What follows belongs to an exercise in optimizing a design on an open flow for small area and a short achievable clock period; a production flow would make more cautious choices. RTL that was checked went through simulation tests only; none was proved equivalent to the original. No activity file was given, so power comes from the tool's default toggle rates.

==> 12-16: inputs <==
// pelcod_packer
module pelcod_packer #(
    parameter RAW_MAX = 8
) (
    input  wire       clk,
    input  wire       rst,              
    input  wire [7:0] addr_i,           
    input  wire       sink_present_i,
    input  wire       cmd_valid,
    output wire       cmd_ready,
    input  wire [4:0] cmd_op,
    input  wire [31:0] cmd_arg,
    input  wire       raw_valid,
    output wire       raw_ready,
    input  wire [7:0] raw_data,
    input  wire       raw_last,
    input  wire       raw_none,
    output wire       snk_valid,
    input  wire       snk_ready,
    output wire [7:0] snk_data,
    output wire       snk_first,
    output wire       snk_last,
    output wire       snk_empty,
    input  wire       snk_done,
    input  wire       snk_fail,
    input  wire [7:0] snk_err,
    output wire       st_valid,
    output reg  [2:0] st_code,
    output wire [7:0] st_err
);
clock: 25.0 ns
lec_check: 0
abc_area: 1
abc_clock_period_in_ps: 2000
cap_margin: 20
core_margin: 2
core_utilization: 70
cts_buf_list: sky130_fd_sc_hd__clkbuf_8
slew_margin: 20
standard.sh (not shown) runs the stock make flow with config.mk's settings and CLKGATE_MAP_FILE= SYNTH_SCRIPT=/design/flow/synth_recipe.tcl, a recipe that flattens the netlist after the stock synthesis.
==> flow/flow/run.sh <==
#!/bin/bash
# Standard layout, with small port buffers instead of delay cells.
export BUFFER_PORTS_ARGS="-buffer_cell sky130_fd_sc_hd__buf_2"
bash standard.sh > standard.log 2>&1
==> 09-09 (differences from 12-16) <==
==> flow/run.sh (new file) <==
#!/bin/bash
# synth_recipe.tcl (not shown) runs the flow's synth.tcl, then flattens the netlist and writes it again
# the make line also repeats each setting of config.mk as NAME=value (left out here)
make -C /OpenROAD-flow-scripts/flow DESIGN_CONFIG=/design/flow/config.mk WORK_HOME=/design/flow/orfs CLKGATE_MAP_FILE= SYNTH_SCRIPT=/design/flow/synth_recipe.tcl finish
==> flow/config.mk (replaced) <==
export PLATFORM = sky130hd
export DESIGN_NAME = pelcod_packer
export DESIGN_NICKNAME = pelcod_packer
export VERILOG_FILES = /design/flow/design.v
export SDC_FILE = /design/flow/constraint.sdc
export NUM_CORES = 4
export LEC_CHECK = 0
export ABC_AREA = 1
export CAP_MARGIN = 20
export CORE_MARGIN = 2
export CORE_UTILIZATION = 70
export CTS_BUF_LIST = sky130_fd_sc_hd__clkbuf_8
export SLEW_MARGIN = 20
removed: flow/flow/run.sh
removed: flow/standard.sh
==> 07-12 (differences from 12-16) <==
--- a/flow/design.v
+++ b/flow/design.v
@@ -41,45 +41,46 @@
     output wire [7:0] snk_data,
     output wire       snk_first,
     output wire       snk_last,
     output wire       snk_empty,
     input  wire       snk_done,
     input  wire       snk_fail,
     input  wire [7:0] snk_err,
     output wire       st_valid,
-    output reg  [2:0] st_code,
+    output wire [2:0] st_code,
     output wire [7:0] st_err
 );
     reg        s_idle, s_dec, s_raw, s_chk, s_send, s_wait, s_stat;
     reg [63:0] ring;             
     reg [4:0]  op_q;
     reg [7:0]  addr_q;
     reg [7:0]  ck;               
     reg [7:0]  out_q;            
     reg [3:0]  j;                
     reg [2:0]  p;                
     reg        vq, f_first, f_last, f_empty, rr_q;
     reg        ld;               
     reg        pre_q;            
     reg        acc_q;            
-    reg        sact, sdone;
+    reg        sact;             
     reg signed [5:0] r;          
     reg [1:0]  c1;
     reg        c2, cmpa, cmpb;
     reg        zf, sf, lof, sgn;
     assign cmd_ready = s_idle;
     assign raw_ready = rr_q;
     assign st_valid  = s_stat;
     assign snk_valid = vq;
     assign snk_data  = out_q;
     assign st_err    = out_q;
     assign snk_first = f_first;
     assign snk_last  = f_last;
     assign snk_empty = f_empty;
+    assign st_code   = {f_empty, f_last, f_first};
     wire op_s6     = (op_q >= 5'h01) && (op_q <= 5'h08);
     wire op_d1s6   = op_s6 && (op_q != 5'h03) && (op_q != 5'h04);
     wire op_d2s6   = op_s6 && (op_q != 5'h01) && (op_q != 5'h02);
     wire op_preset = (op_q >= 5'h10) && (op_q <= 5'h12);
     wire op_posu   = (op_q == 5'h13) || (op_q == 5'h14);
     wire op_zoomu  = (op_q == 5'h15);
     wire op_pan    = (op_q == 5'h19);
     wire op_tilt   = (op_q == 5'h1A);
@@ -230,37 +231,37 @@
                 4'd3: nb = dv;
                 4'd2: nb = dv;
                 default: nb = ck;
             endcase
         end
     end
     wire load  = pre_q && (!vq || snk_ready);
     wire acc_n = load && !op_raw && (j >= 4'd2) && (j <= 4'd5);
-    wire       send_n  = (s_chk && sink_present_i) || (s_send && !(xfer && f_last));
-    wire [3:0] j_n     = s_chk ? (op_raw ? ((j != 4'd0) ? j - 4'd1 : 4'd0) : 4'd6)
-                               : (load ? j - 4'd1 : j);
-    wire [2:0] p_n     = ((s_chk && !op_raw) || load) ? 3'd1 : p + 3'd1;
-    wire       sdone_n = (sact && s_last) || sdone;
-    wire [5:0] r_n     = (sact || sdone) ? r - 6'sd2 : r;
+    wire [2:0] p_n     = (s_chk && !op_raw) ? 3'd1 : p + 3'd1;
+    wire       sdone_n = !sact || s_last;
+    wire [5:0] r_n     = r - 6'sd2;
     wire al_d1_n = (r_n[3:1] == {3{r_n[0]}});
     wire al_d2_n = (r_n[2:1] == {2{r_n[0]}}) && (r_n[3] != r_n[0]);
-    reg  cond_n;
-    always @(*) begin
-        cond_n = (p_n == 3'd1);
-        if (!op_raw) begin
-            case (j_n)
-                4'd3: cond_n = sdone_n && (op_s6 ? al_d2_n : al_d1_n);
-                4'd2: cond_n = sdone_n && al_d2_n;
-                4'd1: cond_n = !acc_n;
-                default: cond_n = (p_n == 3'd6);
-            endcase
-        end
-    end
-    wire pre_n = send_n && (j_n != 4'd0) && cond_n;
+    wire [2:0] pj   = p + j[2:0];
+    wire       d1ok = sdone_n && (op_s6 ? al_d2_n : al_d1_n);
+    wire       d2ok = sdone_n && al_d2_n;
+    wire       pace = (p_n == 3'd6);
+    wire pre_l = op_raw ? ((j >= 4'd2) && (pj == 3'd0)) :
+                 (j == 4'd4) ? d1ok :
+                 (j == 4'd3) ? d2ok :
+                 (j >= 4'd5) ? pace : 1'b0;
+    wire pre_w = op_raw ? ((j >= 4'd1) && (pj == 3'd7)) :
+                 (j == 4'd3) ? d1ok :
+                 (j == 4'd2) ? d2ok :
+                 (j == 4'd1) ? 1'b1 :
+                 (j >= 4'd4) ? pace : 1'b0;
+    wire pre_c = op_raw && (j >= 4'd2) && (pj == 3'd0);
+    wire pre_n = s_chk ? (sink_present_i && pre_c) :
+                 s_send ? (load ? pre_l : pre_w) : 1'b0;
     wire cap      = s_raw && ((j == 4'd0) || (p == 3'd1));
     wire raw_fire = cap && raw_valid;
     wire raw_end  = raw_fire && (raw_none || raw_last);
     reg [63:0] ring_n;
     integer q, l;
     always @(*) begin
         for (q = 0; q < 7; q = q + 1)
             for (l = 0; l < 8; l = l + 1)
@@ -303,35 +304,31 @@
         acc_q <= acc_n;
         if (acc_q)
             ck <= ck + out_q;
         if (ld) begin
             op_q <= cmd_op;
             ck   <= addr_q;
             sact <= 1'b0;
         end
+        c1 <= c1n;
+        c2 <= c2n;
+        r  <= r - 6'sd2;
         if (sact) begin
-            c1   <= c1n;
-            c2   <= c2n;
             cmpa <= cmpa_n;
             cmpb <= cmpb_n;
-            if (s_last) begin
-                sact  <= 1'b0;
-                sdone <= 1'b1;
-            end
+            if (s_last)
+                sact <= 1'b0;
         end
-        if (sact || sdone)
-            r <= r - 6'sd2;
         if (s_dec) begin
             c1   <= {1'b0, op_zoom && !lo16nz};
             c2   <= op_tilt && !ad[31];
             cmpa <= 1'b1;
             cmpb <= 1'b1;
             sgn  <= ad[31];
-            sdone <= 1'b0;
             sact  <= !op_ill && !op_raw && !(op_float && is_nan);
             if ((op_pan || op_tilt) && win_pt)
                 r <= r_pt;
             else if (op_zoom && win_z)
                 r <= r_z;
             else
                 r <= 6'sd0;
             zf  <= 1'b0;
@@ -354,71 +351,64 @@
                     zf  <= ex_z && fr_z;
                     sf  <= (ex <= 8'd118);
                     lof <= (ex >= 8'd134);
                 end
             end else if (op_zoom) begin
                 zf <= ad[31] || (ex <= 8'd109);
                 sf <= !ad[31] && (ex >= 8'd127);
             end
-            if (op_ill) begin
-                st_code <= 3'd1;
-                out_q   <= 8'd0;
-            end else if (op_raw) begin
+            out_q <= 8'd0;
+            if (op_ill)
+                {f_empty, f_last, f_first} <= 3'd1;
+            else if (op_raw)
                 j <= 4'd0;
-            end else if (op_float && is_nan) begin
-                st_code <= 3'd2;
-                out_q   <= 8'd0;
-            end
+            else if (op_float && is_nan)
+                {f_empty, f_last, f_first} <= 3'd2;
         end
         if (s_raw) begin
             if (j == 4'd0)
                 out_q <= raw_data;           
             if (raw_fire) begin
                 if (raw_none)
                     j <= 4'd0;
                 else
                     j <= j + 4'd1;
-                p <= raw_last ? (j[2:0] + 3'd1) : 3'd1;
+                p <= raw_last ? 3'd0 : 3'd1;
             end
         end
         if (s_chk) begin
-            st_code <= 3'd3;
             vq      <= sink_present_i;
             f_first <= 1'b1;
+            f_last  <= !sink_present_i || (op_raw && (j <= 4'd1));
+            f_empty <= sink_present_i && op_raw && (j == 4'd0);
             if (op_raw) begin
                 out_q   <= out_q & {8{sink_present_i}};
-                f_last  <= (j <= 4'd1);
-                f_empty <= (j == 4'd0);
                 if (j != 4'd0)
                     j <= j - 4'd1;
             end else begin
                 out_q   <= {8{sink_present_i}};
-                f_last  <= 1'b0;
-                f_empty <= 1'b0;
                 j       <= 4'd6;
                 p       <= 3'd1;
             end
         end
         if (s_send) begin
             if (load) begin
                 out_q   <= nb;
                 vq      <= 1'b1;
                 f_first <= 1'b0;
                 f_last  <= (j == 4'd1);
-                f_empty <= 1'b0;
                 j       <= j - 4'd1;
-                p       <= 3'd1;
             end else if (xfer) begin
                 vq <= 1'b0;
             end
         end
         if (s_wait) begin
             out_q   <= snk_fail ? snk_err : 8'd0;
-            st_code <= {snk_fail, 2'b00};
+            {f_empty, f_last, f_first} <= {snk_fail, 2'b00};
         end
         rr_q   <= (s_dec && op_raw) ||
                   (s_raw && !raw_end && ((j == 4'd0) || raw_fire || (p == 3'd0)));
         s_idle <= (s_idle && !cmd_valid) || s_stat;
         ld     <= (s_idle && !cmd_valid) || s_stat ||
                   (s_dec && (op_ill || (op_float && is_nan))) ||
                   (s_chk && !sink_present_i) || (s_wait && snk_done);
         s_dec  <= s_idle && cmd_valid;
@@ -437,12 +427,11 @@
             s_chk  <= 1'b0;
             s_send <= 1'b0;
             s_wait <= 1'b0;
             s_stat <= 1'b0;
             rr_q   <= 1'b0;
             vq     <= 1'b0;
             pre_q  <= 1'b0;
             sact   <= 1'b0;
-            sdone  <= 1'b0;
         end
     end
 endmodule
==> flow/flow/run.sh (replaced) <==
#!/bin/bash
# Standard layout with these changes:
#  - synthesis: no full/half-adder cell extraction, and abc maps with
#    flow/area.abc (flow/synth_pre.tcl); registers are unchanged;
#  - small port buffers instead of delay cells;
#  - timing repair aimed at a tighter setup slack than the 25 ns clock needs.
set -e
export BUFFER_PORTS_ARGS="-buffer_cell sky130_fd_sc_hd__buf_1"
export SETUP_SLACK_MARGIN=19
export ADDER_MAP_FILE=
export FLOW_ABC_SCRIPT=$PWD/flow/area.abc
cat flow/synth_pre.tcl synth_recipe.tcl > synth_abc.tcl
sed "s#SYNTH_SCRIPT=[^ ]*#SYNTH_SCRIPT=$PWD/synth_abc.tcl#" standard.sh > standard_abc.sh
bash standard_abc.sh > standard.log 2>&1
==> flow/flow/area.abc (new file) <==
strash
&get -n
&fraig -x
&put
scorr
dc2
strash
&get -n
&dch -f
&nf
&put
strash
dch -f
amap
==> flow/flow/synth_pre.tcl (new file) <==
# Prepended to the standard flow's synthesis script: abc maps the combinational logic
# with flow/area.abc (area-oriented mapping) instead of the flow's
# abc_area.script.  abc sees only the combinational logic, so the
# registers stay as the standard synthesis makes them.
proc abc {args} {
  set a {}
  set skip 0
  foreach x $args {
    if { $skip } { set skip 0; continue }
    if { $x eq "-script" } { set skip 1; continue }
    lappend a $x
  }
  yosys abc -script $::env(FLOW_ABC_SCRIPT) {*}$a
}
==> flow/config.mk (replaced) <==
export PLATFORM = sky130hd
export DESIGN_NAME = pelcod_packer
export DESIGN_NICKNAME = pelcod_packer
export VERILOG_FILES = /design/flow/design.v
export SDC_FILE = /design/flow/constraint.sdc
export NUM_CORES = 4
export LEC_CHECK = 0
export ABC_AREA = 1
export CAP_MARGIN = 20
export CORE_MARGIN = 2
export CORE_UTILIZATION = 55
export CTS_BUF_LIST = sky130_fd_sc_hd__clkbuf_8
export SLEW_MARGIN = 20
==> notes <==
07-12 passed the timing, design-rule and antenna checks. 12-16 produced a clean layout. 09-09 finished clean.
The lowest setup slack belongs to 09-09, the highest to 07-12.
Hold slack, highest first: 09-09, 07-12, 12-16.
In 12-16 the count of clock-buffer cells in the layout is higher than in 07-12, by 2.
The highest clock skew belongs to 09-09, the lowest to 12-16.
The highest global-route usage belongs to 09-09, the lowest to 07-12.
Of 07-12 and 09-09, 09-09 has the higher clock power (gap about 7%, measured against 09-09).
Combinational power, highest first: 09-09, 12-16, 07-12.
The RTL of 07-12 was laid out without a check of its function.

static timing again, ports no longer ideal:
How much do the figures lean on ideal ports? The routed layouts below were timed once more, with nothing changed but the port constraints. Step 1 (the two cells are an assumption about what drives the block):
set clk [get_ports {clk}]
set_driving_cell -lib_cell sky130_fd_sc_hd__clkbuf_16 $clk
set_driving_cell -lib_cell sky130_fd_sc_hd__buf_2 [delete_from_list [all_inputs] $clk]
Step 2 times the ports against the registers' clock, not the clock port: input delays grow and output delays shrink by t, the midpoint of the rising clock arrivals with the driver on. a / b / c = no drivers / after step 1 / after step 2; a / b = the first two.
run	t, ns	slack for setup (ns)	worst hold slack (ns)	worst register clock-pin slew, ns
12-16	0.497	18.290 / 18.305 / 17.807	0.328 / 0.328 / 0.328	0.08 / 0.08
09-09	0.513	17.935 / 17.953 / 17.440	0.333 / 0.333 / 0.333	0.09 / 0.09
07-12	0.492	18.977 / 18.940 / 18.594	0.329 / 0.329 / 0.329	0.09 / 0.09
After both steps every run listed still meets setup and hold. For 09-09, which loses most, drivers alone change the setup slack by +0.018 ns; drivers and shift together by -0.495 ns.
